Background: an optimization exercise with open tools, aiming at small area, a short achievable clock period and few clock cycles. Do not read the settings as production practice.
In this exercise RTL edits were held to simulation tests only and were not proved equivalent to the original.

==> flow/design.v, too long to show whole: its modules and the start of the top module <==
// module fp64_add: 188 lines
// module fp64_mul: 129 lines
// module fp64_booth: 17 lines
// module fp64_mul_tree: 4210 lines
// module fp64_fa: 3 lines
// module fft_tw_rom: 203 lines
// module fft_r2c: 345 lines
module fft_r2c (
    input  wire        clk,
    input  wire        rst,
    input  wire        start,
    input  wire [2:0]  lg,
    input  wire [9:0]  x_base,
    input  wire [9:0]  y_base,
    output reg         done,
    output reg         mem_req,
    output reg         mem_we,
    output reg  [9:0]  mem_addr,
    output reg  [63:0] mem_wdata,
    input  wire        mem_gnt,
    input  wire [63:0] mem_rdata
);
  // ...
==> flow/flow/run.sh <==
#!/bin/bash
set -euo pipefail
export SETUP_SLACK_MARGIN=23
bash standard.sh finish > flow_make.log 2>&1
==> flow/standard.sh <==
#!/bin/bash
# synth_recipe.tcl (not shown) runs the flow's synth.tcl, then flattens the netlist and writes it again
# the make line also repeats each setting of config.mk as NAME=value (left out here)
make -C /OpenROAD-flow-scripts/flow DESIGN_CONFIG=/design/flow/config.mk WORK_HOME=/design/flow/orfs CLKGATE_MAP_FILE= SYNTH_SCRIPT=/design/flow/synth_recipe.tcl "${@:-finish}"
==> flow/config.mk <==
export PLATFORM = sky130hd
export DESIGN_NAME = fft_r2c
export DESIGN_NICKNAME = fft_r2c
export VERILOG_FILES = /design/flow/design.v
export SDC_FILE = /design/flow/constraint.sdc
export NUM_CORES = 8
export LEC_CHECK = 0
export CAP_MARGIN = 20
export CORE_MARGIN = 2
export CORE_UTILIZATION = 25
export PLACE_DENSITY = 0.4
export SLEW_MARGIN = 20
export SYNTH_MEMORY_MAX_BITS = 32768
==> flow/constraint.sdc <==
create_clock -name core_clock -period 30.0 [get_ports {clk}]
set_input_delay 6.0000 -clock core_clock [delete_from_list [all_inputs] [get_ports {clk}]]
set_output_delay 6.0000 -clock core_clock [all_outputs]
set_load 0.01 [all_outputs]
==> run notes, run 1 <==
yosys warns - 5
Post-CTS Resized - 650
R2R cell count - 30
WL met3 - 56.5 mm
crit path cell chain - buf_6
largest net degree at the start of global routing - 160
f_max - 132 MHz
inverters - 775
number of cells on the critical path - 1
Fin. Hold Viols - 0
share of the synthesized area in the top cell type - 0.260
critical path arrival - 1.59 ns
vias in the first global route - 108k
layout net count - 14.2k
syn_nets - 14.4k
Routed Antenna Nets - 0
Yosys reg bits - 1118
Syn Area/Cell - 9.25 sq um
count leader, synth - edfxtp_1
R2R setup slack - 22.86 ns
status - complete, no violations
Post-Place Setup Slack - 19.94 ns
CTS max path bufs - 4
critical path's slowest cell - edfxtp_1
termination of the worst setup path - mem_wdata[60]
startpoint of the worst hold path - cs[0]
drc violations - 0
Layout Cells excl Fill - 19.5k
latest clock arrival within the worst-skew pair - 0.91 ns
minimum clock period - 7.59 ns
Mapped Area - 121000 sq um
die width - 700 um
met3 usage - 0.0487
critical path's top delay family - flip-flops
core area - 482000 sq um
Mapped Cells - 13.1k
Testbench counts, summed over its fixed seeds: cycles 258,288.
==> module fp64_mul, before the edit <==
module fp64_mul (
    input  wire        clk,
    input  wire        en,
    input  wire        p2,
    input  wire [63:0] a,
    input  wire [13:0] one,
    input  wire [13:0] two,
    input  wire [13:0] neg,
    input  wire [10:0] eb,
    input  wire        sb,
    input  wire        bz,
    output reg  [63:0] y,
    output wire [63:0] yr
);
    localparam [63:0] QNAN = 64'h7FF8_0000_0000_0000;
    function [95:0] pfx;
        input [95:0] a;
        input [95:0] b;
        input        cin;
        reg   [95:0] p0, g, p;
        integer      l, i;
        begin
            p0   = a ^ b;
            g    = a & b;
            g[0] = g[0] | (p0[0] & cin);
            p    = p0;
            for (l = 0; l < 7; l = l + 1)
                for (i = 0; i < 96; i = i + 1)
                    if ((i >> l) & 1) begin
                        g[i] = g[i] | (p[i] & g[((i >> l) << l) - 1]);
                        p[i] = p[i] & p[((i >> l) << l) - 1];
                    end
            pfx = p0 ^ {g[94:0], cin};
        end
    endfunction
    wire [10:0] ea = a[62:52];
    wire [52:0] ma = {ea != 0, a[51:0]};
    reg  [54:0] acc_s, acc_c;
    reg         c28, st28;
    wire [82:0] vs, vc;
    fp64_mul_tree u_tree (
        .a(ma), .one(one), .two(two), .neg(neg), .p2(p2),
        .acc_s_g(acc_s & {55{p2}}), .acc_c_g(acc_c & {55{p2}}),
        .vs(vs), .vc(vc)
    );
    wire [95:0] ql   = pfx({68'd0, vs[27:0]}, {68'd0, vc[27:0]}, 1'b0);
    wire [27:0] lo   = ql[27:0];
    wire        lo_c = ql[28];
    always @(posedge clk)
        if (en) begin
            acc_s <= vs[82:28];
            acc_c <= vc[82:28];
            c28   <= lo_c;
            st28  <= lo != 0;
        end
    wire [95:0] qh  = pfx({75'd0, vs[20:0]}, {75'd0, vc[20:0]}, c28);
    wire a_max  = &ea;
    wire a_fz   = a[51:0] == 0;
    wire a_nan  = a_max & ~a_fz;
    wire a_inf  = a_max & a_fz;
    wire a_zero = (ea == 0) & a_fz;
    wire [10:0] xa = {ea[10:1], ea[0] | (ea == 0)};
    wire signed [12:0] e1 = $signed({2'b00, xa}) + $signed({2'b00, eb}) - 13'sd1022;
    wire [12:0] rs13 = 13'd1 - e1;
    reg  [56:0] r_ms, r_mc;  
    reg         r_c49;     
    reg         r_st;      
    reg  [10:0] r_e;       
    reg         r_ge2, r_le0;
    reg  [5:0]  r_rsh;     
    reg         r_s, r_nan, r_inf, r_zero, r_v;
    always @(posedge clk)
        if (en) begin
            r_ms   <= vs[77:21];
            r_mc   <= vc[77:21];
            r_c49  <= qh[21];
            r_st   <= st28 | (qh[20:0] != 0);
            r_e    <= e1[10:0];
            r_ge2  <= !e1[12] && (e1 >= 13'sd2);
            r_le0  <= e1[12] || (e1 == 13'sd0);
            r_rsh  <= (rs13[12:6] != 0) ? 6'd63 : rs13[5:0];
            r_s    <= a[63] ^ sb;
            r_nan  <= a_nan | (a_inf & bz);
            r_inf  <= a_inf;
            r_zero <= a_zero | bz;
            r_v    <= p2;
        end
    wire [95:0] qm  = pfx({39'd0, r_ms}, {39'd0, r_mc}, r_c49);
    wire [56:0] r_m = qm[56:0];            
    wire        left = !r_m[56] && r_ge2;
    reg  [56:0] vr;
    reg         str;
    integer     k;
    always @(*) begin
        vr  = r_m;
        str = 1'b0;
        for (k = 0; k < 6; k = k + 1)
            if (r_rsh[k]) begin
                str = str | ((vr & ~({57{1'b1}} << (1 << k))) != 0);
                vr  = vr >> (1 << k);
            end
    end
    wire [52:0] mt  = r_le0 ? vr[56:4]  : (left ? r_m[55:3] : r_m[56:4]);
    wire        g   = r_le0 ? vr[3]     : (left ? r_m[2]    : r_m[3]);
    wire        st  = r_st | (r_le0 ? (str | (vr[2:0] != 0)) : (left ? (r_m[1:0] != 0) : (r_m[2:0] != 0)));
    wire [10:0] ex  = r_le0 ? 11'd1 : (left ? r_e - 11'd1 : r_e);
    wire        rnd_up = g & (st | mt[0]);
    wire [95:0] qi    = pfx({43'd0, mt}, 96'd0, 1'b1);
    wire [52:0] inc   = qi[52:0];
    wire        inc_c = qi[53];
    wire        cy = rnd_up & inc_c;
    wire [52:0] mr = rnd_up ? inc : mt;
    reg  [63:0] y2;
    always @(*) begin
        if (r_nan)
            y2 = QNAN;
        else if (r_inf)
            y2 = {r_s, 11'h7FF, 52'd0};
        else if (r_zero)
            y2 = {r_s, 63'd0};
        else if (cy)
            y2 = {r_s, ex + 11'd1, 52'd0};
        else
            y2 = {r_s, mr[52] ? ex : 11'd0, mr[51:0]};
    end
    assign yr = y2;
    always @(posedge clk)
        if (en && r_v) y <= y2;
endmodule
==> module fft_r2c, before the edit <==
module fft_r2c (
    input  wire        clk,
    input  wire        rst,
    input  wire        start,
    input  wire [2:0]  lg,
    input  wire [9:0]  x_base,
    input  wire [9:0]  y_base,
    output reg         done,
    output reg         mem_req,
    output reg         mem_we,
    output reg  [9:0]  mem_addr,
    output reg  [63:0] mem_wdata,
    input  wire        mem_gnt,
    input  wire [63:0] mem_rdata
);
    localparam [1:0] K_BF = 2'd0,    
                     K_L2 = 2'd1,    
                     K_LB = 2'd2;    
    localparam [1:0] R_N  = 2'd0,    
                     R_A  = 2'd1,
                     R_C  = 2'd2,
                     R_D  = 2'd3;
    reg  [2:0]  lgr;
    reg  [9:0]  xb, yb;
    reg         run;
    reg         seq_end;
    reg         in_lb;        
    reg         lb2;          
    reg  [2:0]  lm;           
    reg  [6:0]  cnt;          
    reg  [5:0]  lk;           
    reg  [1:0]  lsub;         
    reg         cv;           
    reg  [1:0]  ck, crl;
    reg  [7:0]  cp, cq, cs;
    reg  [6:0]  ct;           
    wire [7:0]  low   = (8'd1 << lm) - 8'd1;
    wire [7:0]  cnt8  = {1'b0, cnt};
    wire [7:0]  bf_p  = (cnt8 & low) | ((cnt8 & ~low) << 1);
    wire [7:0]  bf_q  = bf_p | (8'd1 << lm);
    wire [6:0]  bf_t  = (cnt & low[6:0]) << (3'd7 - lm);
    wire [6:0]  nh1   = (7'd1 << lgr) - 7'd1;
    wire [7:0]  half  = 8'd1 << lgr;               
    wire [6:0]  q4    = half[7:1];                 
    function [7:0] revn;
        input [7:0] v;
        input [2:0] l;
        reg   [7:0] r8;
        integer     i;
        begin
            for (i = 0; i < 8; i = i + 1)
                r8[i] = v[7 - i];
            revn = r8 >> (3'd7 - l);
        end
    endfunction
    wire [7:0]  k2    = {1'b0, lk, 1'b0};                  
    wire [7:0]  rk    = revn(k2, lgr);                     
    wire [5:0]  kp    = rk[6:1];                           
    reg  [6:0]  lb_b;
    reg  [1:0]  lb_r;
    always @(*) begin
        lb_b = {1'b0, lk}; lb_r = R_A;
        if (!lb2)
            case (lsub)
                2'd0: begin lb_b = {1'b0, lk};      lb_r = R_A; end
                2'd1: begin lb_b = {1'b0, kp};      lb_r = R_N; end
                2'd2: begin lb_b = {1'b0, lk} + q4; lb_r = R_C; end
                2'd3: begin lb_b = {1'b0, kp} + q4; lb_r = R_D; end
            endcase
        else begin
            lb_b = lsub[0] ? {1'b0, lk} + q4 : {1'b0, lk};
            lb_r = R_N;
        end
    end
    wire [7:0]  lb_p  = {lb_b, 1'b0};
    wire [7:0]  lb_s  = revn(lb_p, lgr);
    wire        lk_last = ({1'b0, lk} == q4 - 7'd1);
    reg  [2:0]  r;            
    reg         d0v, d1v, d2v;
    reg  [1:0]  d0k, d1k, d2k, d0l, d1l;
    reg  [7:0]  d0p, d0q, d1p, d1q, d2q, d0s, d1s;
    reg  [6:0]  d0t, d1t;
    reg         hcv;          
    reg  [7:0]  hct;          
    wire d0b = d0v && (d0k != K_LB);                   
    wire d1b = d1v && (d1k != K_LB);
    wire d2b = d2v && (d2k != K_LB);
    wire d0l2 = d0v && (d0k == K_LB);
    wire d1l2 = d1v && (d1k == K_LB);
    wire hz0  = d0b && (cp == d0p || cp == d0q || cq == d0p || cq == d0q);
    wire hz1  = d1b && (cp == d1p || cp == d1q || cq == d1p || cq == d1q);
    wire take = cv && ((ck == K_LB) ? !(d0b || d1b || (lb2 && d0l2 && d0l == R_D && crl == R_N))
                                    : !(hz0 || hz1));
    wire       bnd = (r == 3'd7);
    wire [2:0] r_n = r + 3'd1;
    wire       n0v = bnd ? take : d0v;
    wire [1:0] n0k = bnd ? ck   : d0k;
    wire [1:0] n0l = bnd ? crl  : d0l;
    wire [7:0] n0p = bnd ? cp   : d0p;
    wire [7:0] n0q = bnd ? cq   : d0q;
    wire [7:0] n0s = bnd ? cs   : d0s;
    wire [6:0] n0t = bnd ? ct   : d0t;
    wire       n1v = bnd ? d0v  : d1v;
    wire [1:0] n1k = bnd ? d0k  : d1k;
    wire [1:0] n1l = bnd ? d0l  : d1l;
    wire [7:0] n1p = bnd ? d0p  : d1p;
    wire [7:0] n1q = bnd ? d0q  : d1q;
    wire [7:0] n1s = bnd ? d0s  : d1s;
    wire [6:0] n1t = bnd ? d0t  : d1t;
    wire       n2v = bnd ? d1v  : d2v;
    wire [1:0] n2k = bnd ? d1k  : d2k;
    wire [7:0] n2q = bnd ? d1q  : d2q;
    wire n1b  = n1v && (n1k != K_LB);
    wire n2b  = n2v && (n2k != K_LB);
    wire n1lb = n1v && (n1k == K_LB);
    wire fl   = hcv && (!n1v || (n1lb && n1l == R_A));
    reg        a_req, a_we, a_y;
    reg  [1:0] a_src;
    reg  [7:0] a_el;
    always @(*) begin
        a_req = 1'b0; a_we = r_n[0]; a_y = r_n[2]; a_src = 2'd0; a_el = n0p;
        case (r_n[1:0])
            2'd0: begin a_req = n0v; a_el = n0p; end                   
            2'd2: begin a_req = n0v; a_el = n0q; end                   
            2'd1:                                                      
                if (n1b)       begin a_req = 1'b1; a_el = n1p; end
                else if (n1lb) begin
                    a_req = 1'b1;
                    if (n1l == R_C) begin a_el = {n1s[7:1], 1'b0} | half; a_src = r_n[2] ? 2'd2 : 2'd1; end
                    else a_el = n1s;
                end
            2'd3:                                                      
                if (n2b)       begin a_req = 1'b1; a_el = n2q; end
                else if (n1lb && n1l != R_A) begin a_req = 1'b1; a_el = n1s | half; end
                else if (fl)   begin a_req = 1'b1; a_el = hct; a_src = r_n[2] ? 2'd2 : 2'd1; end
        endcase
    end
    wire [9:0] a_addr = (a_y ? yb : xb) + {2'b00, a_el};
    wire rem = cv || !seq_end || d0v || d1b || (d1l2 && (r != 3'd7 || d1l == R_C)) ||
               (d2b && r != 3'd7) || hcv;
    reg        k_p, k_t1, k_t1y, k_ma, k_mas, k_may;
    reg        k_ao, k_aom, k_bo, k_bom, k_fz, k_fzs;
    reg        k_aw, k_sub, k_p2;
    always @(*) begin
        k_p = 0; k_t1 = 0; k_t1y = 0; k_ma = 0; k_mas = 0; k_may = 0;
        k_ao = 0; k_aom = 0; k_bo = 0; k_bom = 0; k_fz = 0; k_fzs = 0;
        k_aw = 0; k_sub = 0; k_p2 = r[0];
        case (r)
            3'd0: begin
                k_p = d0v;
                if (d1b) k_aw = 1;                                    
                if (d1l2) k_aw = 1;                                   
                if (d1l2 && d1l == R_C) begin k_t1 = 1; k_t1y = 1; end     
                if (d2b) begin k_ao = 1; k_aom = 1; end               
            end
            3'd1: begin
                if (d1b) begin k_ma = 1; k_mas = 1; end               
                if (d2b) begin                                        
                    k_bo = 1; k_bom = 1; k_fz = d2k == K_L2; k_fzs = 0;    
                end
            end
            3'd2: begin
                if (d0v) begin k_ao = 1; k_bo = 1; end                
                if (d2b) begin k_aw = 1; k_sub = 1; end               
                if (d1l2) begin k_aw = 1; k_sub = 1; end              
                if (d1l2 && d1l == R_A) begin k_t1 = 1; k_t1y = 1; end     
            end
            3'd3: begin
                k_sub = 1;                                            
            end
            3'd4: begin
                k_p = d0v;
                if (d0b) k_aw = 1;                                    
                if (d0l2) k_aw = 1;                                   
                if (d1b) begin k_ao = 1; k_aom = 1; end               
                if (d1l2 && d1l == R_C) begin k_ma = 1; k_may = 1; end     
            end
            3'd5: begin
                if (d0b) k_t1 = 1;                                    
                if (d1b) begin                                        
                    k_bo = 1; k_bom = 1; k_fz = d1k == K_L2; k_fzs = 1;    
                    k_ma = 1;
                end
            end
            3'd6: begin
                if (d0v) begin k_ao = 1; k_bo = 1; end                
                if (d1b) k_aw = 1;                                    
                if (d0l2) begin k_aw = 1; k_sub = 1; end              
                if (d1l2 && d1l == R_A) begin k_ma = 1; k_may = 1; end     
            end
            3'd7: begin
                k_sub = 1;                                            
                if (d0b) k_ma = 1;                                    
            end
        endcase
    end
    wire [7:0] k_tw = r[1] ? {1'b0, d1t} : {1'b0, d1t} + 8'd64;
    reg        c_v, c_p, c_t1, c_t1y, c_ma, c_mas, c_may;
    reg        c_ao, c_aom, c_bo, c_bom, c_fz, c_fzs;
    reg        c_aw, c_sub, c_p2;
    reg  [63:0] P, T1, MA, AOP, BOP;
    wire [63:0] add_y, add_r, mul_y;
    wire [63:0] rom_val;
    wire [13:0] bo_one, bo_two, bo_neg;
    reg  [13:0] b_one, b_two, b_neg;
    reg  [10:0] b_e;
    reg         b_s, b_z;
    fft_tw_rom u_rom (.idx(k_tw), .val(rom_val));
    fp64_booth u_booth (.b(rom_val), .p2(k_p2), .one(bo_one), .two(bo_two), .neg(bo_neg));
    always @(posedge clk) begin
        b_one <= bo_one;
        b_two <= bo_two;
        b_neg <= bo_neg;
        b_e   <= rom_val[62:52];
        b_s   <= rom_val[63];
        b_z   <= rom_val[62:0] == 63'd0;
    end
    wire step = c_v;
    fp64_add u_add (.clk(clk), .en(step), .v(c_aw), .a(AOP), .b(BOP), .sub(c_sub), .y(add_y), .yr(add_r));
    fp64_mul u_mul (.clk(clk), .en(step), .p2(c_p2), .a(MA), .one(b_one), .two(b_two), .neg(b_neg),
                    .eb(b_e), .sb(b_s), .bz(b_z), .y(mul_y), .yr());
    always @(posedge clk)
        if (step) begin
            if (c_p)  P   <= mem_rdata;
            if (c_t1) T1  <= c_t1y ? add_y : add_r;
            if (c_ma) MA  <= c_may ? add_y : c_mas ? add_r : T1;
            if (c_ao) AOP <= c_aom ? mul_y : P;
            if (c_bo) BOP <= c_fz ? {c_fzs, 63'd0} : c_bom ? mul_y : mem_rdata;
        end
    wire adv = !mem_req || mem_gnt;
    always @(posedge clk)
        if (!mem_we)
            mem_wdata <= (a_src == 2'd1) ? T1 : (a_src == 2'd2) ? MA : add_y;
    always @(posedge clk) begin
        c_p <= k_p; c_t1 <= k_t1; c_t1y <= k_t1y; c_ma <= k_ma; c_mas <= k_mas; c_may <= k_may;
        c_ao <= k_ao; c_aom <= k_aom; c_bo <= k_bo; c_bom <= k_bom; c_fz <= k_fz; c_fzs <= k_fzs;
        c_aw <= k_aw; c_sub <= k_sub; c_p2 <= k_p2;
        if (rst) begin
            run     <= 1'b0;
            done    <= 1'b0;
            mem_req <= 1'b0;
            c_v     <= 1'b0;
        end else begin
            done <= 1'b0;
            c_v  <= run && adv;
            if (!run) begin
                mem_req <= 1'b0;
                if (start) begin
                    lgr     <= lg;
                    xb      <= x_base;
                    yb      <= y_base;
                    run     <= 1'b1;
                    r       <= 3'd7;
                    d0v     <= 1'b0;
                    d1v     <= 1'b0;
                    d2v     <= 1'b0;
                    hcv     <= 1'b0;
                    cv      <= 1'b1;
                    ck      <= (lg == 3'd0) ? K_L2 : K_BF;
                    crl     <= R_N;
                    cp      <= 8'd0;
                    cq      <= 8'd1 << lg;
                    ct      <= 7'd0;
                    lm      <= lg;
                    cnt     <= 7'd1;
                    in_lb   <= 1'b0;
                    lb2     <= 1'b0;
                    lk      <= 6'd0;
                    lsub    <= 2'd0;
                    seq_end <= (lg == 3'd0);
                end
            end else begin
                if (adv) begin
                    if (!rem) begin
                        run     <= 1'b0;
                        done    <= 1'b1;
                        mem_req <= 1'b0;
                    end else begin
                        r   <= r_n;
                        d0v <= n0v; d0k <= n0k; d0l <= n0l; d0p <= n0p; d0q <= n0q; d0s <= n0s; d0t <= n0t;
                        d1v <= n1v; d1k <= n1k; d1l <= n1l; d1p <= n1p; d1q <= n1q; d1s <= n1s; d1t <= n1t;
                        d2v <= n2v; d2k <= n2k; d2q <= n2q;
                        if (bnd) begin
                            if (d1l2 && d1l == R_C) begin
                                hcv <= 1'b1;
                                hct <= d1s;
                            end else if (!d1v || (d1l2 && d1l == R_A))
                                hcv <= 1'b0;                  
                        end
                        mem_req   <= a_req;
                        mem_we    <= a_we;
                        mem_addr  <= a_addr;
                    end
                end
                if (adv && bnd && take) begin
                    cv <= 1'b0;
                end else if (!cv && !seq_end) begin
                    if (!in_lb) begin
                        cv  <= 1'b1;
                        ck  <= K_BF;
                        crl <= R_N;
                        cp  <= bf_p;
                        cq  <= bf_q;
                        ct  <= bf_t;
                        if (cnt == nh1) begin
                            cnt <= 7'd0;
                            if (lm == 3'd1)
                                in_lb <= 1'b1;
                            else
                                lm <= lm - 3'd1;
                        end else
                            cnt <= cnt + 7'd1;
                    end else begin
                        if (!lb2 ? ({1'b0, lk} < {1'b0, kp}) : (lk == kp)) begin
                            cv  <= 1'b1;
                            ck  <= K_LB;
                            crl <= lb_r;
                            cp  <= lb_p;
                            cq  <= lb_p | 8'd1;
                            cs  <= lb_s;
                            ct  <= 7'd0;
                            if (lsub == (lb2 ? 2'd1 : 2'd3)) begin
                                lsub <= 2'd0;
                                lk   <= lk + 6'd1;
                                if (lk_last) begin
                                    lk  <= 6'd0;
                                    lb2 <= 1'b1;
                                    if (lb2) seq_end <= 1'b1;
                                end
                            end else
                                lsub <= lsub + 2'd1;
                        end else begin
                            lk <= lk + 6'd1;
                            if (lk_last) begin
                                lk  <= 6'd0;
                                lb2 <= 1'b1;
                                if (lb2) seq_end <= 1'b1;
                            end
                        end
                    end
                end
            end
        end
    end
endmodule
==> inputs of run 2 (changes only) <==
--- a/flow/design.v
+++ b/flow/design.v
@@ -200,3 +200,4 @@
     output reg  [63:0] y,
-    output wire [63:0] yr
+    output wire [63:0] yr,
+    output wire        sn
 );
@@ -252,2 +253,3 @@
     wire [12:0] rs13 = 13'd1 - e1;
+    assign sn = !a_max && !a_zero && !bz && (e1[12] || e1 == 13'sd0);
     reg  [56:0] r_ms, r_mc;  
@@ -256,3 +258,3 @@
     reg  [10:0] r_e;       
-    reg         r_ge2, r_le0;
+    reg         r_ge2, r_le0, r_sn;
     reg  [5:0]  r_rsh;     
@@ -268,2 +270,3 @@
             r_le0  <= e1[12] || (e1 == 13'sd0);
+            r_sn   <= sn;
             r_rsh  <= (rs13[12:6] != 0) ? 6'd63 : rs13[5:0];
@@ -290,6 +293,14 @@
     end
-    wire [52:0] mt  = r_le0 ? vr[56:4]  : (left ? r_m[55:3] : r_m[56:4]);
-    wire        g   = r_le0 ? vr[3]     : (left ? r_m[2]    : r_m[3]);
-    wire        st  = r_st | (r_le0 ? (str | (vr[2:0] != 0)) : (left ? (r_m[1:0] != 0) : (r_m[2:0] != 0)));
-    wire [10:0] ex  = r_le0 ? 11'd1 : (left ? r_e - 11'd1 : r_e);
+    reg  [53:0] s_m;       
+    reg         s_st, s_s, s_pend;
+    always @(posedge clk) begin
+        s_m    <= vr[56:3];
+        s_s    <= r_s;
+        s_st   <= r_st | str | (vr[2:0] != 0);
+        s_pend <= en && r_v && r_sn;
+    end
+    wire [52:0] mt  = s_pend ? s_m[53:1] : (left ? r_m[55:3] : r_m[56:4]);
+    wire        g   = s_pend ? s_m[0]    : (left ? r_m[2]    : r_m[3]);
+    wire        st  = s_pend ? s_st : (r_st | (left ? (r_m[1:0] != 0) : (r_m[2:0] != 0)));
+    wire [10:0] ex  = s_pend ? 11'd1 : (left ? r_e - 11'd1 : r_e);
     wire        rnd_up = g & (st | mt[0]);
@@ -300,14 +311,15 @@
     wire [52:0] mr = rnd_up ? inc : mt;
+    wire        sg = s_pend ? s_s : r_s;
     reg  [63:0] y2;
     always @(*) begin
-        if (r_nan)
+        if (r_nan && !s_pend)
             y2 = QNAN;
-        else if (r_inf)
-            y2 = {r_s, 11'h7FF, 52'd0};
-        else if (r_zero)
-            y2 = {r_s, 63'd0};
+        else if (r_inf && !s_pend)
+            y2 = {sg, 11'h7FF, 52'd0};
+        else if (r_zero && !s_pend)
+            y2 = {sg, 63'd0};
         else if (cy)
-            y2 = {r_s, ex + 11'd1, 52'd0};
+            y2 = {sg, ex + 11'd1, 52'd0};
         else
-            y2 = {r_s, mr[52] ? ex : 11'd0, mr[51:0]};
+            y2 = {sg, mr[52] ? ex : 11'd0, mr[51:0]};
     end
@@ -315,3 +327,3 @@
     always @(posedge clk)
-        if (en && r_v) y <= y2;
+        if ((en && r_v && !r_sn) || s_pend) y <= y2;
 endmodule
@@ -4949,5 +4961,6 @@
     reg        c_ao, c_aom, c_bo, c_bom, c_fz, c_fzs;
-    reg        c_aw, c_sub, c_p2;
+    reg        c_aw, c_sub, c_p2, c_mv;
     reg  [63:0] P, T1, MA, AOP, BOP;
     wire [63:0] add_y, add_r, mul_y;
+    wire        mul_sn;
     wire [63:0] rom_val;
@@ -4970,3 +4983,3 @@
     fp64_mul u_mul (.clk(clk), .en(step), .p2(c_p2), .a(MA), .one(b_one), .two(b_two), .neg(b_neg),
-                    .eb(b_e), .sb(b_s), .bz(b_z), .y(mul_y), .yr());
+                    .eb(b_e), .sb(b_s), .bz(b_z), .y(mul_y), .yr(), .sn(mul_sn));
     always @(posedge clk)
@@ -4980,2 +4993,5 @@
     wire adv = !mem_req || mem_gnt;
+    reg  bub, bub_req;
+    wire bub_want = bub_req || (c_v && c_p2 && c_mv && mul_sn);
+    wire go       = adv && !(bub_want && !bub);     
     always @(posedge clk)
@@ -4987,2 +5003,3 @@
         c_aw <= k_aw; c_sub <= k_sub; c_p2 <= k_p2;
+        c_mv <= (r == 3'd0) ? d2b : d1b;       
         if (rst) begin
@@ -4992,5 +5009,7 @@
             c_v     <= 1'b0;
+            bub     <= 1'b0;
+            bub_req <= 1'b0;
         end else begin
             done <= 1'b0;
-            c_v  <= run && adv;
+            c_v  <= run && adv && !bub;
             if (!run) begin
@@ -5022,3 +5041,11 @@
             end else begin
-                if (adv) begin
+                if (bub) begin
+                    bub <= 1'b0;
+                end else if (adv && bub_want) begin
+                    bub     <= 1'b1;
+                    bub_req <= 1'b0;
+                    mem_req <= 1'b0;
+                end else if (c_v && c_p2 && c_mv && mul_sn)
+                    bub_req <= 1'b1;
+                if (go) begin
                     if (!rem) begin
@@ -5044,3 +5071,3 @@
                 end
-                if (adv && bnd && take) begin
+                if (go && bnd && take) begin
                     cv <= 1'b0;
==> run 2 against run 1 <==
Still clean on timing, DRC and antenna; count of clock-buffer cells in the layout rose by 11; critical path depth stayed put; die area decreased by 1.3%; sequential cell count grew 60; first-iteration DRC count fell by 7.5%.
==> run notes, run 2 <==
post-route clock period utilization - 0.254
CTS tree - yes
Mapped Cells - 13.0k (-0.93%)
setup TNS - 0 ns
initial DRC count - 13.0k
Synth async-reset ratio - 0
buffers and inverters on the worst path - 1
crit path kind - flip-flop to primary output
largest family of logic cells by synthesized area - compound AO/OA/AOI/OAI gates
RePlAce Congestion - 0.994
Worst Setup End Kind - primary output
Setup violations, final - 0
TritonCTS Buffers - 158
crit path cell chain - buf_2
CTS clk-pin slew, worst paths - 0.06 ns
post-DP HPWL - 434 mm
clock sinks - 1178
area delta synth->final - 12.9%
yosys warns - 5 (unchanged)
Setup Skew - 0.0655 ns
R2R setup slack - 23.11 ns (+0.25 ns)
floorplan row count - 254
via count - 107k
largest net degree at the start of global routing - 155 (-3.1%)
worst-margin pin slew - 1.28 ns
critical path arrival - 1.62 ns (+0.03 ns)
vias per cell - 5.54
Max Cap Violations - 0
Simple-Gate Fraction of Synth Area - 0.135
crit-path max FO - 1
share of cells above drive strength 1 - 0.105
CP required - 24.00 ns
f_max - 131 MHz (-0.45%)
layout net count - 14.0k (-1.3%)
Root Buffer - clkbuf_16
first-pass GRT wire length - 837 mm
CTS max path bufs - 4 (unchanged)
Worst Hold Slack - 0.377 ns
PortBufs - 167
Routed WL - 602 mm
Mapped Area - 120000 sq um (-1.3%)
count leader, synth - nand2_1
core area - 478000 sq um (-0.99%)
Synth Area in Compound Gates - 0.187
starting density of the core - 0.250
Final Slew Violations - 0
critical path's top delay family - flip-flops
Syn Area/Cell - 9.22 sq um (-0.33%)
mux contribution to synthesized area - 0.0751
initial antenna violation count - 38
drc violations - 0 (unchanged)
status - complete, no violations
H-tree levels - 4
Die Y - 696 um
syn_nets - 14.2k (-0.85%)
Slew HR - 0.135
Yosys cell types - 105
Die ar. - 484000 sq um
Congestion Overflow GR - 0
GRT Resource Usage Total - 0.240
Adder-Cell Fraction of Synth Area - 0.172
Synth Area in XOR/XNOR - 0.0858
I/O pins - 168
share of the synthesized area in the top cell type - 0.264 (+0.00333)
wire length per cell - 31.3 um
utilization after layout - 0.283
minimum clock period - 7.62 ns (+0.0340 ns)
post-synthesis sequential area ratio - 0.285
most frequent cells in the layout - 1157 x nand2_1, 1051 x edfxtp_1, 933 x nor2_1, 790 x inv_1, 781 x fa_1
Main synth FF type - edfxtp_1
cell taking the most area after synthesis - edfxtp_1
Min-Delay Path Class - flip-flop to flip-flop
RSZ-0062 raised after global routing - true
latest clock arrival within the worst-skew pair - 0.90 ns (about the same)
router iterations before antenna repair - 7
most common cell after layout, fill and taps aside - nand2_1
die width - 696 um (-0.63%)
Yosys reg bits - 1178 (+5.4%)
CP peak stage delay - 0.53 ns
PnR worst setup slack - 22.38 ns
Post-Place Setup Slack - 21.40 ns (+1.46 ns)
Post-synth top cells - 1165 x nand2_1, 1051 x edfxtp_1, 949 x nor2_1, 835 x clkbuf_1, 797 x inv_1
Fin. Hold Viols - 0 (unchanged)
Post-synth EDFFs - 1051
critical path's slowest cell - edfxtp_1
vias in the first global route - 104k (-3.6%)
largest cells by area after synthesis - edfxtp_1 26%, fa_1 13%, xor2_1 5.2%, a22oi_1 4.9%, ha_1 4.1%
Startpoint Class - flip-flop
Routed Antenna Nets - 0 (unchanged)
==> run 2: cell count changes in the layout (fill, tap and decap cells not counted), sizes merged, moves of 51 or more <==
cell | previous run | this run
o21ai | 566 | 717
nand2 | 1017 | 1165
buf | 609 | 501
mux2i | 520 | 439
dfxtp | 67 | 127
nor2 | 1003 | 952
==> run 2: repair_timing <==
action                                  in CTS  in global routing
resized for setup                          478                 92
setup buffers                               35                 33
hold buffers                                 0                  0
endpoints found under the setup margin     436                347
gates cloned                                11                  2
endpoints found under the hold margin        0                  0
pin swaps                                   16                 28
==> run 2: final cells by class <==
type,count,area (sq um)
fillers,50900,343000
repair buffers,601,5330
clock inverters,92,978
multi-input cells,9947,79200
well taps,6400,8010
clock buffers,188,4220
diodes,29,72.6
inverters,812,3060
flip-flops and latches,1178,34200
==> run 2: path summary, 6_finish.rpt <==
kind	startpoint	to	depth (start not counted)
hold / removal	u_mul.r_s	u_mul.s_s	0
setup / recovery	mem_wdata[60]	mem_wdata[60]	1
hold reg to reg	u_mul.r_s	u_mul.s_s	0
setup reg to reg	b_one[5]	u_mul.st28	18
==> run 2: metrics by stage <==
stage / cell area, sq um / instances
after global placement: 128000 / 18900
after detailed placement: 128000 / 18900
after floorplan: 120000 / 13000
final: 135000 / 19200
after global routing: 135000 / 19200
after CTS: 134000 / 19200
==> run 2: kinds of logic after synthesis <==
family,after synthesis
AND/OR/NAND/NOR,3464
adder cells (fa/ha/maj),1174
flip-flops,1178
AO/OA/AOI/OAI,3393
multiplexers,739
XOR/XNOR,1172
buffers and inverters,1861
==> run 2: routing by layer <==
| layer | wire length, um | GRT usage | vias to the layer above |
|---|---|---|---|
| met5 | 69 | 0 | - |
| met4 | 27000 | 0.0920 | 10 |
| met3 | 49900 | 0.0491 | 1105 |
| met2 | 260000 | 0.366 | 5433 |
| met1 | 264000 | 0.333 | 54000 |
| li1 | - | - | 46200 |
Testbench counts of run 2, summed over its fixed seeds: cycles 258,288.
==> inputs of run 3 (changes only) <==
==> flow/flow/run.sh (replaced) <==
#!/bin/bash
set -euo pipefail
export SETUP_SLACK_MARGIN=22.6
bash standard.sh finish > flow_make.log 2>&1
==> run 3 against run 2 <==
Critical endpoint is now mem_wdata[12]; via count down 1.0%; clock skew is 0.046 ns higher.
==> run notes, run 3 <==
most common cell after layout, fill and taps aside - nand2_1
Setup violations, final - 0 (unchanged)
PortBufs - 167 (unchanged)
clock sinks - 1178 (unchanged)
startpoint of the worst hold path - u_mul.r_s
Yosys reg bits - 1178 (unchanged)
Yosys cell types - 105 (unchanged)
vias per cell - 5.50 (-0.76%)
worst-margin pin slew - 1.30 ns (+0.0127 ns)
critical path arrival - 1.98 ns (+0.36 ns)
post-synthesis sequential area ratio - 0.285 (unchanged)
PnR worst setup slack - 22.02 ns (-0.356 ns)
Mapped Area - 120000 sq um (unchanged)
wire length per cell - 31.1 um (-0.49%)
first-pass GRT wire length - 832 mm (-0.57%)
Post-Place Setup Slack - 21.08 ns (-0.323 ns)
Simple-Gate Fraction of Synth Area - 0.135 (unchanged)
area delta synth->final - 12.0%
Worst Setup End Kind - primary output
Fin. Hold Viols - 0 (unchanged)
Routed Antenna Nets - 0 (unchanged)
drc violations - 0 (unchanged)
post-route clock period utilization - 0.266 (+0.0119)
GRT Resource Usage Total - 0.239 (-0.00112)
Reg2Reg Capture Point - u_add.r1_al[51]
TritonCTS Buffers - 154 (-2.5%)
vias in the first global route - 103k (-0.88%)
Post-synth top cells - 1165 x nand2_1, 1051 x edfxtp_1, 949 x nor2_1, 835 x clkbuf_1, 797 x inv_1
Die Y - 696 um (unchanged)
hold depth - 0 (unchanged)
Mapped Cells - 13.0k (unchanged)
dpl cell area - 128000 sq um (about the same)
mux contribution to synthesized area - 0.0751 (unchanged)
Synth Area in XOR/XNOR - 0.0858 (unchanged)
crit path cell chain - buf_2
H-tree levels - 4 (unchanged)
hold path endpoint - u_mul.s_s
latest clock arrival within the worst-skew pair - 0.94 ns (+0.04 ns)
Synth Area in Compound Gates - 0.187 (unchanged)
crit-path max FO - 9 (+8)
Final Slew Violations - 0 (unchanged)
CTS max path bufs - 4 (unchanged)
utilization after layout - 0.280 (-0.00242)
Adder-Cell Fraction of Synth Area - 0.172 (unchanged)
largest cells by area after synthesis - edfxtp_1 26%, fa_1 13%, xor2_1 5.2%, a22oi_1 4.9%, ha_1 4.1%
crit path kind - flip-flop to primary output
R2R setup slack - 22.84 ns (-0.27 ns)
largest net degree at the start of global routing - 161 (+3.9%)
starting density of the core - 0.250 (unchanged)
Die ar. - 484000 sq um (unchanged)
post-route cell area - 134000 sq um (-0.85%)
f_max - 125 MHz (-4.5%)
setup TNS - 0 ns (unchanged)
syn_nets - 14.2k (unchanged)
most frequent cells in the layout - 1160 x nand2_1, 1051 x edfxtp_1, 938 x nor2_1, 791 x inv_1, 782 x fa_1
R2R cell count - 25 (+7)
die width - 696 um (unchanged)
count leader, synth - nand2_1
yosys warns - 5 (unchanged)
status - complete, no violations
Placed Cells - 18.9k (-0.016%)
share of the synthesized area in the top cell type - 0.264 (unchanged)
I/O pins - 168 (unchanged)
Congestion Overflow GR - 0 (unchanged)
post-DP HPWL - 436 mm (+0.27%)
Synth async-reset ratio - 0 (unchanged)
CP required - 24.00 ns (about the same)
layout net count - 13.9k (-0.39%)
Root Buffer - clkbuf_16
Startpoint Class - flip-flop
Syn Area/Cell - 9.22 sq um (unchanged)
critical path's top delay family - flip-flops
Layout Cells excl Fill - 19.2k (-0.25%)
floorplan row count - 254 (unchanged)
cell taking the most area after synthesis - edfxtp_1
Routed WL - 597 mm (-0.73%)
Post-synth EDFFs - 1051 (unchanged)
share of cells above drive strength 1 - 0.0974 (-0.00777)
worst reg2reg path startpoint - BOP[54]
initial DRC count - 12.3k (-5.5%)
minimum clock period - 7.98 ns (+0.356 ns)
CP peak stage delay - 0.83 ns (+0.30 ns)
CTS tree - yes
buffers and inverters on the worst path - 1 (unchanged)
CTS clk-pin slew, worst paths - 0.06 ns (about the same)
core area - 478000 sq um (unchanged)
initial antenna violation count - 36 (-5.3%)
router iterations before antenna repair - 6 (-1)
largest family of logic cells by synthesized area - compound AO/OA/AOI/OAI gates
Min-Delay Path Class - flip-flop to flip-flop
Slew HR - 0.126 (-0.00854)
Max Cap Violations - 0 (unchanged)
via count - 106k (-1.0%)
Main synth FF type - edfxtp_1
RePlAce Congestion - 0.979 (-1.5%)
critical path's slowest cell - edfxtp_1
RSZ-0062 raised after global routing - true
Setup Skew - 0.112 ns (+0.0463 ns)
[run 3: cell counts after synthesis]
Identical to the previous run, type by type.
[run 3: worst register-to-register path: cells and delay by family, from the launching register on]
family | cells | cell delay [ns]
compound gates | 4 | 1.24
buf+inv | 3 | 0.57
flops | 1 | 0.52
xor+xnor | 1 | 0.20
simple gates | 14 | 3.23
fa+ha+maj | 3 | 1.09
[run 3: routing by layer]
layer,GRT usage,wire length (um),vias to the layer above
li1,-,-,46100
met1,0.335,264000,53400
met2,0.363,258000,5103
met3,0.0497,49600,1018
met4,0.0846,25100,12
met5,0,81,-
[run 3: what timing repair did]
item | CTS | global route
resized for setup | 370 | 72
hold buffers | 0 | 0
pin swaps | 4 | 8
cloned | 7 | 1
endpoints found under the setup margin | 312 | 308
setup buffers | 16 | 8
hold endpoints to repair | 0 | 0
[run 3: worst max-delay path by stage]
stage	from	to	slack [ns]	cells past startpoint
final	mem_wdata[12]	mem_wdata[12]	22.02	1
after global routing	mem_wdata[11]	mem_wdata[11]	21.98	1
after CTS	mem_wdata[11]	mem_wdata[11]	22.00	1
after detailed placement	mem_gnt	d1q[5]	21.08	6
after global placement	mem_gnt	d1q[5]	21.08	6
after floorplan	mem_gnt	d0k[0]	22.26	5
[run 3: final cells by class]
type,instances,area (sq um)
timing repair buffer,549,4560
multi-input combinational,9948,79000
antenna,36,90.1
inverter,812,3050
clock inverter,80,841
sequential,1178,34200
fill,50800,344000
clock buffer,196,4220
tap,6400,8010
[run 3: cell families after synthesis]
group,Yosys count
simple gates,3464
compound gates,3393
buf+inv,1861
flops,1178
fa+ha+maj,1174
xor+xnor,1172
mux,739
[run 3: through the flow]
| step | hold slack (ns) |
|---|---|
| after floorplan | 0.349 |
| after global placement | 0.351 |
| after detailed placement | 0.370 |
| after CTS | 0.379 |
| after global routing | 0.403 |
| final | 0.378 |
==> module fp64_add, before the edit <==
module fp64_add (
    input  wire        clk,
    input  wire        en,
    input  wire        v,
    input  wire [63:0] a,
    input  wire [63:0] b,
    input  wire        sub,
    output reg  [63:0] y,
    output wire [63:0] yr
);
    localparam [63:0] QNAN = 64'h7FF8_0000_0000_0000;
    function [95:0] pfx;
        input [95:0] a;
        input [95:0] b;
        input        cin;
        reg   [95:0] p0, g, p;
        integer      l, i;
        begin
            p0   = a ^ b;
            g    = a & b;
            g[0] = g[0] | (p0[0] & cin);
            p    = p0;
            for (l = 0; l < 7; l = l + 1)
                for (i = 0; i < 96; i = i + 1)
                    if ((i >> l) & 1) begin
                        g[i] = g[i] | (p[i] & g[((i >> l) << l) - 1]);
                        p[i] = p[i] & p[((i >> l) << l) - 1];
                    end
            pfx = p0 ^ {g[94:0], cin};
        end
    endfunction
    function [6:0] lzc64;
        input [63:0] x;
        reg   [31:0] z1, c1;
        reg   [15:0] z2;
        reg   [31:0] c2;
        reg   [7:0]  z3;
        reg   [23:0] c3;
        reg   [3:0]  z4;
        reg   [15:0] c4;
        reg   [1:0]  z5;
        reg   [9:0]  c5;
        integer      i;
        begin
            for (i = 0; i < 32; i = i + 1) begin
                z1[i] = ~x[2*i+1] & ~x[2*i];
                c1[i] = ~x[2*i+1];
            end
            for (i = 0; i < 16; i = i + 1) begin
                z2[i] = z1[2*i+1] & z1[2*i];
                c2[2*i+1 -: 2] = z1[2*i+1] ? {1'b1, c1[2*i]} : {1'b0, c1[2*i+1]};
            end
            for (i = 0; i < 8; i = i + 1) begin
                z3[i] = z2[2*i+1] & z2[2*i];
                c3[3*i+2 -: 3] = z2[2*i+1] ? {1'b1, c2[4*i+1 -: 2]} : {1'b0, c2[4*i+3 -: 2]};
            end
            for (i = 0; i < 4; i = i + 1) begin
                z4[i] = z3[2*i+1] & z3[2*i];
                c4[4*i+3 -: 4] = z3[2*i+1] ? {1'b1, c3[6*i+2 -: 3]} : {1'b0, c3[6*i+5 -: 3]};
            end
            for (i = 0; i < 2; i = i + 1) begin
                z5[i] = z4[2*i+1] & z4[2*i];
                c5[5*i+4 -: 5] = z4[2*i+1] ? {1'b1, c4[8*i+3 -: 4]} : {1'b0, c4[8*i+7 -: 4]};
            end
            lzc64 = (z5[1] & z5[0]) ? 7'd64 : (z5[1] ? {2'b01, c5[4:0]} : {2'b00, c5[9:5]});
        end
    endfunction
    wire        sa = a[63];
    wire        sb = b[63] ^ sub;
    wire [10:0] ea = a[62:52];
    wire [10:0] eb = b[62:52];
    wire        a_max = &ea;
    wire        b_max = &eb;
    wire        a_fz  = a[51:0] == 0;
    wire        b_fz  = b[51:0] == 0;
    wire        a_nan = a_max & ~a_fz;
    wire        b_nan = b_max & ~b_fz;
    wire        a_inf = a_max & a_fz;
    wire        b_inf = b_max & b_fz;
    wire        a_en  = ea != 0;
    wire        b_en  = eb != 0;
    wire [52:0] ma = {a_en, a[51:0]};
    wire [52:0] mb = {b_en, b[51:0]};
    wire [10:0] xa = {ea[10:1], ea[0] | ~a_en};
    wire [10:0] xb = {eb[10:1], eb[0] | ~b_en};
    wire [95:0] qab = pfx({85'd0, xa}, {85'd0, ~xb}, 1'b1);
    wire [95:0] qba = pfx({85'd0, xb}, {85'd0, ~xa}, 1'b1);
    wire [10:0] dab = qab[10:0];
    wire [10:0] dba = qba[10:0];
    wire        e_ge = qab[11];                             
    wire        e_eq = xa == xb;
    wire [10:0] d    = e_ge ? dab : dba;
    wire [5:0]  dsh  = (d[10:6] != 0) ? 6'd63 : d[5:0];
    wire [52:0] mx   = e_ge ? ma : mb;
    wire [52:0] my   = e_ge ? mb : ma;
    wire [10:0] x_big = e_ge ? xa : xb;
    reg  [52:0] ra, rb;
    integer     k;
    always @(*)
        for (k = 0; k < 53; k = k + 1) begin
            ra[k] = ma[52 - k];
            rb[k] = mb[52 - k];
        end
    wire [6:0]  tz_a = lzc64({ra, 11'h7FF});
    wire [6:0]  tz_b = lzc64({rb, 11'h7FF});
    wire [6:0]  tz_y  = e_ge ? tz_b : tz_a;
    wire        my_nz = e_ge ? (mb != 0) : (ma != 0);
    wire        stk   = my_nz && ({1'b0, tz_y} + 8'd3 < {2'b00, dsh});
    wire [55:0] al    = {my, 3'b000} >> dsh;
    wire [95:0] qf   = pfx({43'd0, ma}, {43'd0, ~mb}, 1'b1);
    wire        f_ge = qf[53];
    wire        swp   = e_eq & ~f_ge;
    wire [52:0] big   = swp ? mb : mx;
    wire [55:0] alf   = swp ? {ma, 3'b000} : {al[55:1], al[0] | stk};
    wire        s_big = swp ? sb : (e_ge ? sa : sb);
    wire        esub  = sa ^ sb;
    reg  [52:0] r1_mb;
    reg  [56:0] r1_al;        
    reg  [10:0] r1_x;
    reg         r1_s, r1_sub, r1_nan, r1_inf, r1_isg, r1_zsg, r1_v;
    always @(posedge clk)
        if (en) begin
            r1_mb  <= big;
            r1_al  <= {esub, alf ^ {56{esub}}};
            r1_x   <= x_big;
            r1_s   <= s_big;
            r1_sub <= esub;
            r1_nan <= a_nan | b_nan | (a_inf & b_inf & (sa != sb));
            r1_inf <= a_inf | b_inf;
            r1_isg <= a_inf ? sa : sb;
            r1_zsg <= sa & sb;
            r1_v   <= v;
        end
    wire [95:0] qs  = pfx({40'd0, r1_mb, 3'b000}, {39'd0, r1_al}, r1_sub);
    wire [56:0] sum = qs[56:0];
    wire [6:0]  lpos = 7'd56 - {1'b0, r1_x[5:0]};
    wire        lon  = (r1_x[10:6] == 0) && (r1_x[5:0] <= 6'd56);
    reg  [55:0] lmask;
    integer     j;
    always @(*)
        for (j = 0; j < 56; j = j + 1)
            lmask[j] = lon && (lpos == j);
    wire [6:0]  lz = lzc64({sum[55:0] | lmask, 8'hFF});
    reg  [56:0] r2_sum;
    reg  [5:0]  r2_lz;
    reg  [10:0] r2_x;
    reg         r2_s, r2_nan, r2_inf, r2_isg, r2_zsg, r2_z, r2_v;
    always @(posedge clk)
        if (en) begin
            r2_sum <= sum;
            r2_lz  <= lz[5:0];
            r2_x   <= r1_x;
            r2_s   <= r1_s;
            r2_nan <= r1_nan;
            r2_inf <= r1_inf;
            r2_isg <= r1_isg;
            r2_zsg <= r1_zsg;
            r2_z   <= sum == 0;
            r2_v   <= r1_v;
        end
    wire        top  = r2_sum[56];
    wire [55:0] nrm  = top ? {r2_sum[56:2], r2_sum[1] | r2_sum[0]} : (r2_sum[55:0] << r2_lz);
    wire [11:0] ex0  = top ? {1'b0, r2_x} + 12'd1 : {1'b0, r2_x} - {6'd0, r2_lz};
    wire [11:0] ex1  = top ? {1'b0, r2_x} + 12'd2 : {1'b0, r2_x} - {6'd0, r2_lz} + 12'd1;
    wire        rnd_up = nrm[2] & (nrm[1] | nrm[0] | nrm[3]);
    wire [95:0] qi    = pfx({43'd0, nrm[55:3]}, 96'd0, 1'b1);
    wire [52:0] inc   = qi[52:0];
    wire        inc_c = qi[53];
    wire        cy   = rnd_up & inc_c;                  
    wire [52:0] mr   = rnd_up ? inc : nrm[55:3];
    wire [11:0] ex_r = cy ? ex1 : ex0;
    reg  [63:0] y3;
    always @(*) begin
        if (r2_nan)
            y3 = QNAN;
        else if (r2_inf)
            y3 = {r2_isg, 11'h7FF, 52'd0};
        else if (r2_z)
            y3 = {r2_zsg, 63'd0};
        else if (ex_r >= 12'd2047)
            y3 = {r2_s, 11'h7FF, 52'd0};
        else
            y3 = {r2_s, (mr[52] | cy) ? ex_r[10:0] : 11'd0, mr[51:0]};
    end
    assign yr = y3;
    always @(posedge clk)
        if (en && r2_v) y <= y3;
endmodule
==> inputs of run 4 (changes only) <==
--- a/flow/design.v
+++ b/flow/design.v
@@ -89,6 +89,8 @@
     wire [10:0] dba = qba[10:0];
-    wire        e_ge = qab[11];                             
+    wire [95:0] qge  = pfx({85'd0, ea}, {85'd0, ~eb}, 1'b1);
+    wire        e_ge = qge[11];                             
     wire        e_eq = xa == xb;
-    wire [10:0] d    = e_ge ? dab : dba;
-    wire [5:0]  dsh  = (d[10:6] != 0) ? 6'd63 : d[5:0];
+    wire [5:0]  sab  = (dab[10:6] != 0) ? 6'd63 : dab[5:0];
+    wire [5:0]  sba  = (dba[10:6] != 0) ? 6'd63 : dba[5:0];
+    wire [5:0]  dsh  = e_ge ? sab : sba;
     wire [52:0] mx   = e_ge ? ma : mb;
@@ -105,5 +107,5 @@
     wire [6:0]  tz_b = lzc64({rb, 11'h7FF});
-    wire [6:0]  tz_y  = e_ge ? tz_b : tz_a;
-    wire        my_nz = e_ge ? (mb != 0) : (ma != 0);
-    wire        stk   = my_nz && ({1'b0, tz_y} + 8'd3 < {2'b00, dsh});
+    wire        stk_b = (mb != 0) && ({1'b0, tz_b} + 8'd3 < {2'b00, sab});
+    wire        stk_a = (ma != 0) && ({1'b0, tz_a} + 8'd3 < {2'b00, sba});
+    wire        stk   = e_ge ? stk_b : stk_a;
     wire [55:0] al    = {my, 3'b000} >> dsh;
@@ -4853,3 +4855,3 @@
     wire hz1  = d1b && (cp == d1p || cp == d1q || cq == d1p || cq == d1q);
-    wire take = cv && ((ck == K_LB) ? !(d0b || d1b || (lb2 && d0l2 && d0l == R_D && crl == R_N))
+    wire take = cv && ((ck == K_LB) ? !(d0b || (lb2 && d0l2 && d0l == R_D && crl == R_N))
                                     : !(hz0 || hz1));
==> flow/flow/run.sh (replaced) <==
#!/bin/bash
set -euo pipefail
export SETUP_SLACK_MARGIN=23
bash standard.sh finish > flow_make.log 2>&1
==> run 4 against run 3 <==
Non-clock buffer count up 56; critical path depth did not move; area after synthesis rose by 0.30%; hold slack worse by 0.0067 ns; sequential share of layout area fell by 0.25 points; global-route usage hardly changed; via count grew 1.1%; die area grew 0.30%; sequential cell count unchanged; clock skew is 0.014 ns higher; still clean.
==> run notes, run 4 <==
CTS max path bufs - 4 (unchanged)
Filler cells - 50.7k (-0.26%)
share of the synthesized area in the top cell type - 0.263 (-0.000792)
WL met3 - 54.1 mm (+8.9%)
area delta synth->final - 12.8%
crit path cell chain - buf_2
share of cells above drive strength 1 - 0.109 (+0.0112)
minimum clock period - 7.63 ns (-0.351 ns)
most frequent cells in the layout - 1051 x edfxtp_1, 1036 x nand2_1, 899 x nor2_1, 779 x fa_1, 763 x a22oi_1
RSZ-0062 raised after global routing - true
latest clock arrival within the worst-skew pair - 0.94 ns (about the same)
Slew HR - 0.125 (-0.00176)
Mapped Area - 120000 sq um (+0.30%)
Min-Delay Path Class - flip-flop to flip-flop
Post-synth top cells - 1051 x edfxtp_1, 1037 x nand2_1, 909 x nor2_1, 823 x clkbuf_1, 782 x fa_1
H-tree levels - 4 (unchanged)
floorplan row count - 254 (unchanged)
die width - 697 um (+0.15%)
Worst Setup End Kind - primary output
PortBufs - 167 (unchanged)
post-route clock period utilization - 0.254 (-0.0117)
Startpoint Class - flip-flop
critical path's top delay family - flip-flops
Root Buffer - clkbuf_16
Congestion Overflow GR - 0 (unchanged)
GRT Resource Usage Total - 0.239 (-0.000483)
starting density of the core - 0.251 (+0.000421)
core area - 478000 sq um (+0.13%)
buffers and inverters on the worst path - 1 (unchanged)
crit path kind - flip-flop to primary output
count leader, synth - edfxtp_1
CP peak stage delay - 0.53 ns (-0.30 ns)
CTS clk-pin slew, worst paths - 0.06 ns (about the same)
critical path's slowest cell - edfxtp_1
Mapped Cells - 12.9k (-0.92%)
Simple-Gate Fraction of Synth Area - 0.133 (-0.00294)
yosys warns - 5 (unchanged)
Setup Skew - 0.126 ns (+0.0140 ns)
M1 WL - 263 mm (-0.22%)
Routed Antenna Nets - 0 (unchanged)
CTS tree - yes
initial antenna violation count - 47 (+31%)
layout net count - 13.8k (-0.62%)
Synth Area in Compound Gates - 0.187 (-0.000354)
CP required - 24.00 ns (about the same)
Synth Area in XOR/XNOR - 0.0863 (+0.000472)
via count - 107k (+1.1%)
drc violations - 0 (unchanged)
RePlAce Congestion - 0.987 (+0.75%)
largest family of logic cells by synthesized area - compound AO/OA/AOI/OAI gates
post-synthesis sequential area ratio - 0.284 (-0.000856)
Max Used Layer - met5
Yosys cell types - 109 (+3.8%)
Routed WL - 601 mm (+0.72%)
Synth async-reset ratio - 0 (unchanged)
vias in the first global route - 104k (+0.13%)
first-pass GRT wire length - 835 mm (+0.36%)
Die Y - 697 um (+0.15%)
initial DRC count - 13.2k (+7.9%)
f_max - 131 MHz (+4.6%)
setup TNS - 0 ns (unchanged)
PnR worst setup slack - 22.37 ns (+0.351 ns)
Final Slew Violations - 0 (unchanged)
routed wl met2 - 257 mm (-0.61%)
Setup violations, final - 0 (unchanged)
syn_nets - 14.1k (-0.79%)
Post-synth EDFFs - 1051 (unchanged)
wire length per cell - 31.5 um (+1.3%)
hold buffer count at cts - 0 (unchanged)
largest cells by area after synthesis - edfxtp_1 26%, fa_1 13%, xor2_1 5.2%, a22oi_1 4.9%, ha_1 4.2%
I/O pins - 168 (unchanged)
Post-Place Setup Slack - 21.50 ns (+0.419 ns)
Adder-Cell Fraction of Synth Area - 0.172 (+0.000214)
router iterations before antenna repair - 6 (unchanged)
crit-path max FO - 2 (-7)
Fin. Hold Viols - 0 (unchanged)
cell taking the most area after synthesis - edfxtp_1
Syn Area/Cell - 9.33 sq um (+1.2%)
post-DP HPWL - 436 mm (about the same)
TritonCTS Buffers - 153 (-0.65%)
Max Cap Violations - 0 (unchanged)
mux contribution to synthesized area - 0.0788 (+0.00364)
vias per cell - 5.59 (+1.6%)
most common cell after layout, fill and taps aside - edfxtp_1
Main synth FF type - edfxtp_1
status - complete, no violations
critical path arrival - 1.63 ns (-0.35 ns)
clock sinks - 1178 (unchanged)
largest net degree at the start of global routing - 127 (-21%)
Yosys reg bits - 1178 (unchanged)
Die ar. - 486000 sq um (+0.30%)
worst-margin pin slew - 1.30 ns (-0.000614 ns)
## run 4: cell count changes after synthesis, moves of 24 or more
cell,change
a21oi_1,-43
nand3_1,+50
nand2b_1,+28
nor3b_1,-24
inv_1,-65
nand2_1,-128
o21ai_0,-119
o31ai_1,+67
nor3_1,+25
mux2_2,+24
nor2_1,-40
mux2i_1,+28
## run 4: final timing paths
kind | slack [ns] | from | end | cells past startpoint
setup / recovery | 22.37 | mem_we | mem_we | 1
hold / removal | 0.37 | u_mul.r_s | u_mul.s_s | 0
setup reg to reg | 23.16 | MA[12] | u_mul.st28 | 20
hold reg to reg | 0.37 | u_mul.r_s | u_mul.s_s | 0
## run 4: worst register-to-register path: stages (launching register included)
cell      delay, ns
edfxtp_1       0.62
buf_6          0.40
a22oi_1        0.24
xor2_1         0.20
fa_1           0.47
fa_1           0.54
fa_1           0.44
fa_1           0.48
fa_1           0.55
inv_1          0.07
ha_1           0.39
a21o_1         0.21
fa_2           0.33
xor2_1         0.17
nor4_1         0.27
nand4b_1       0.17
nor3_2         0.20
o21ai_1        0.09
or4_4          0.52
nor3_2         0.12
o311ai_1       0.10
## run 4: logic make-up after synthesis
logic type,count (synthesis)
and+or+nand+nor,3374
adders and majority gates,1181
DFF,1178
buffers and inverters,1826
AOI/OAI and AO/OA,3334
xor gates and xnor gates,1182
muxes,787
## run 4: timing repair
item | CTS | global route
setup endpoints to repair | 398 | 423
cloned | 14 | 6
buffers inserted | 31 | 52
pin swaps | 12 | 44
gates resized for setup | 455 | 118
## run 4: final cells by class
cell class	instances	area, sq um	area share
tap	6400	8010	0.0592
multi-input combinational	9864	79800	0.589
timing repair buffer	605	5480	0.0405
sequential	1178	34200	0.253
inverter	748	2810	0.0208
clock inverter	87	981	0.00725
antenna	28	70.1	0.000518
clock buffer	182	4000	0.0295
## run 4: per-layer routing
layer	GRT usage	up-vias
met1	0.334	54000
met3	0.0538	1145
met4	0.0912	28
met2	0.356	5585
li1	-	46000
met5	0	-
## run 4: through the flow
step                      hold slack [ns]  cells  cell area (sq um)   util
after floorplan                     0.349  12900             120000      -
after detailed placement            0.361  18700             128000  0.268
final                               0.371  19100             135000  0.283
after global routing                0.386  19100             135000  0.283
after global placement              0.354  18700             128000  0.268
after CTS                           0.371  19000             134000  0.281
Testbench counts of run 4, summed over its fixed seeds: cycles 257,760.
==> inputs of run 5 (changes only) <==
--- a/flow/design.v
+++ b/flow/design.v
@@ -4841,2 +4841,3 @@
     wire        lk_last = ({1'b0, lk} == q4 - 7'd1);
+    wire        lb_grp  = !lb2 ? ({1'b0, lk} < {1'b0, kp}) : (lk == kp);    
     reg  [2:0]  r;            
@@ -5073,41 +5074,40 @@
                 end
-                if (go && bnd && take) begin
+                if (go && bnd && take)
                     cv <= 1'b0;
-                end else if (!cv && !seq_end) begin
+                if (!seq_end) begin
                     if (!in_lb) begin
-                        cv  <= 1'b1;
-                        ck  <= K_BF;
-                        crl <= R_N;
-                        cp  <= bf_p;
-                        cq  <= bf_q;
-                        ct  <= bf_t;
-                        if (cnt == nh1) begin
-                            cnt <= 7'd0;
-                            if (lm == 3'd1)
-                                in_lb <= 1'b1;
-                            else
-                                lm <= lm - 3'd1;
-                        end else
-                            cnt <= cnt + 7'd1;
-                    end else begin
-                        if (!lb2 ? ({1'b0, lk} < {1'b0, kp}) : (lk == kp)) begin
+                        if (!cv) begin
                             cv  <= 1'b1;
-                            ck  <= K_LB;
-                            crl <= lb_r;
-                            cp  <= lb_p;
-                            cq  <= lb_p | 8'd1;
-                            cs  <= lb_s;
-                            ct  <= 7'd0;
-                            if (lsub == (lb2 ? 2'd1 : 2'd3)) begin
-                                lsub <= 2'd0;
-                                lk   <= lk + 6'd1;
-                                if (lk_last) begin
-                                    lk  <= 6'd0;
-                                    lb2 <= 1'b1;
-                                    if (lb2) seq_end <= 1'b1;
-                                end
+                            ck  <= K_BF;
+                            crl <= R_N;
+                            cp  <= bf_p;
+                            cq  <= bf_q;
+                            ct  <= bf_t;
+                            if (cnt == nh1) begin
+                                cnt <= 7'd0;
+                                if (lm == 3'd1)
+                                    in_lb <= 1'b1;
+                                else
+                                    lm <= lm - 3'd1;
                             end else
-                                lsub <= lsub + 2'd1;
-                        end else begin
-                            lk <= lk + 6'd1;
+                                cnt <= cnt + 7'd1;
+                        end
+                    end else if (!lb_grp) begin
+                        lk <= lk + 6'd1;
+                        if (lk_last) begin
+                            lk  <= 6'd0;
+                            lb2 <= 1'b1;
+                            if (lb2) seq_end <= 1'b1;
+                        end
+                    end else if (!cv) begin
+                        cv  <= 1'b1;
+                        ck  <= K_LB;
+                        crl <= lb_r;
+                        cp  <= lb_p;
+                        cq  <= lb_p | 8'd1;
+                        cs  <= lb_s;
+                        ct  <= 7'd0;
+                        if (lsub == (lb2 ? 2'd1 : 2'd3)) begin
+                            lsub <= 2'd0;
+                            lk   <= lk + 6'd1;
                             if (lk_last) begin
@@ -5117,3 +5117,4 @@
                             end
-                        end
+                        end else
+                            lsub <= lsub + 2'd1;
                     end
==> run 5 against run 4 <==
Register-to-register slack barely moved; critical path depth stayed put; sequential cell count stayed put; count of clock-buffer cells in the layout grew 8; highest routed layer unchanged; cell count grew 0.73%; still clean; first-iteration DRC count increased by 3.7%.
==> run notes, run 5 <==
status - complete, no violations
critical path's slowest cell - edfxtp_1
Final Slew Violations - 0 (unchanged)
Fin. Hold Viols - 0 (unchanged)
buffers and inverters on the worst path - 1 (unchanged)
largest net degree at the start of global routing - 155 (+22%)
Min-Delay Path Class - flip-flop to flip-flop
CTS max path bufs - 4 (unchanged)
drc violations - 0 (unchanged)
post-route clock period utilization - 0.263 (+0.00919)
Die Y - 702 um (+0.69%)
crit path cell chain - buf_2
minimum clock period - 7.90 ns (+0.276 ns)
setup TNS - 0 ns (unchanged)
floorplan row count - 256 (+0.79%)
RSZ-0062 raised after global routing - true
Yosys reg bits - 1178 (unchanged)
core area - 485000 sq um (+1.5%)
utilization after layout - 0.282 (-0.00148)
CTS tree - yes
most common cell after layout, fill and taps aside - nand2_1
cell taking the most area after synthesis - edfxtp_1
Setup violations, final - 0 (unchanged)
critical path arrival - 1.90 ns (+0.27 ns)
share of cells above drive strength 1 - 0.114 (+0.00557)
syn_nets - 14.3k (+0.93%)
Yosys cell types - 118 (+8.3%)
I/O pins - 168 (unchanged)
H-tree levels - 4 (unchanged)
Routed Antenna Nets - 0 (unchanged)
PortBufs - 167 (unchanged)
first-pass GRT wire length - 850 mm (+1.7%)
CP required - 24.00 ns (about the same)
R2R setup slack - 23.17 ns (about the same)
CP peak stage delay - 0.76 ns (+0.23 ns)
Syn Area/Cell - 9.36 sq um (+0.36%)
vias in the first global route - 105k (+1.8%)
Setup Skew - 0.154 ns (+0.0281 ns)
share of the synthesized area in the top cell type - 0.259 (-0.00360)
clock sinks - 1178 (unchanged)
Startpoint Class - flip-flop
starting density of the core - 0.251 (about the same)
wire length per cell - 31.7 um (+0.65%)
worst-margin pin slew - 1.30 ns (+0.00377 ns)
Root Buffer - clkbuf_16
largest cells by area after synthesis - edfxtp_1 26%, fa_1 13%, xor2_1 5.3%, a22oi_1 4.7%, ha_1 4.1%
Worst Setup End Kind - primary output
Congestion Overflow GR - 0 (unchanged)
router iterations before antenna repair - 6 (unchanged)
Main synth FF type - edfxtp_1
crit-path max FO - 7 (+5)
Post-synth top cells - 1096 x nand2_1, 1051 x edfxtp_1, 931 x nor2_1, 829 x clkbuf_1, 782 x fa_1
GRT Resource Usage Total - 0.239 (+0.000426)
Max Cap Violations - 0 (unchanged)
most frequent cells in the layout - 1087 x nand2_1, 1051 x edfxtp_1, 923 x nor2_1, 781 x fa_1, 766 x a22oi_1
latest clock arrival within the worst-skew pair - 0.96 ns (+0.02 ns)
Routed WL - 610 mm (+1.4%)
yosys warns - 5 (unchanged)
critical path's top delay family - flip-flops
layout net count - 13.9k (+0.63%)
Mapped Area - 122000 sq um (+1.4%)
initial DRC count - 13.7k (+3.7%)
crit path kind - flip-flop to primary output
vias per cell - 5.63 (+0.62%)
post-synthesis sequential area ratio - 0.280 (-0.00389)
Die ar. - 492000 sq um (+1.4%)
post-DP HPWL - 442 mm (+1.3%)
Mapped Cells - 13.0k (+1.0%)
CTS clk-pin slew, worst paths - 0.07 ns (about the same)
==> run 5: area by class of cell <==
type | count | area, sq um | area share
multi-input combinational | 9977 | 81200 | 0.594
sequential | 1178 | 34200 | 0.251
tap | 6450 | 8070 | 0.0591
timing repair buffer | 557 | 4790 | 0.0350
clock buffer | 190 | 4270 | 0.0312
inverter | 762 | 2870 | 0.0210
clock inverter | 100 | 1130 | 0.00826
antenna | 18 | 45.0 | 0.000330
==> run 5: cell families after synthesis <==
family                     synth area share
buffers and inverters                0.0592
DFF                                   0.280
xor gates and xnor gates             0.0861
AOI/OAI and AO/OA                     0.192
and+or+nand+nor                       0.130
adders and majority gates             0.170
muxes                                0.0833
==> run 5: final timing paths <==
check,from,end,cells past startpoint
max,mem_wdata[4],mem_wdata[4],1
min,u_mul.r_s,u_mul.s_s,0
max reg2reg,b_one[6],u_mul.st28,16
min reg2reg,u_mul.r_s,u_mul.s_s,0
==> run 5: per-stage QoR <==
| stage | area [sq um] | hold WS [ns] | std cells | setup WS, ns |
|---|---|---|---|---|
| floorplan | 122000 | 0.349 | 13000 | 22.42 |
| global placement | 130000 | 0.370 | 18900 | 21.43 |
| detailed placement | 130000 | 0.373 | 18900 | 21.39 |
| CTS | 136000 | 0.387 | 19200 | 22.04 |
| global route | 137000 | 0.425 | 19200 | 22.04 |
| finish | 137000 | 0.385 | 19200 | 22.10 |
==> run 5: what timing repair did <==
item / CTS / global route
gates resized for setup: 395 / 140
endpoints found under the setup margin: 461 / 365
buffers inserted: 17 / 32
gates cloned: 2 / 2
pin swaps: 7 / 13
hold buffers: 0 / 0
==> run 5: routing by layer <==
metal	GRT usage	vias to the layer above	share of wire
li1	-	46400	-
met3	0.0464	1144	0.086
met2	0.358	5585	0.43
met5	0	-	0.00052
met4	0.0892	18	0.044
met1	0.339	55000	0.44
Testbench counts of run 5, summed over its fixed seeds: cycles 256,800.

## what the ideal ports hide
Ports are ideal in the flow. The routed layouts listed here were re-timed in OpenROAD.
Step 1 assumes that a clkbuf_16 drives the clock port and a buf_2 every other input.
Step 2, shift: input delay + t, output delay - t, t = (earliest + latest rising clock arrival at the registers) / 2. This alone moves slack from input paths to output paths.
Three values: no drivers, after step 1, after step 2; two values: the first two.
run	t, ns	setup WS [ns]	hold slack, ns	worst register clock-pin slew, ns	pins driven straight from the clock port
run 1	0.992	22.413 / 22.295 / 22.077	0.369 / 0.369 / 0.369	0.08 / 0.08	1
run 2	0.982	22.379 / 22.266 / 22.141	0.377 / 0.377 / 0.377	0.07 / 0.07	1
run 3	0.995	22.023 / 21.910 / 21.702	0.378 / 0.378 / 0.378	0.07 / 0.07	1
run 4	0.981	22.373 / 22.259 / 22.111	0.371 / 0.371 / 0.371	0.07 / 0.07	1
run 5	1.001	22.098 / 21.979 / 22.149	0.385 / 0.385 / 0.385	0.08 / 0.08	1
After both steps every run listed still meets setup and hold. For run 1, which loses most, drivers alone change the setup slack by -0.118 ns; drivers and shift together by -0.336 ns.
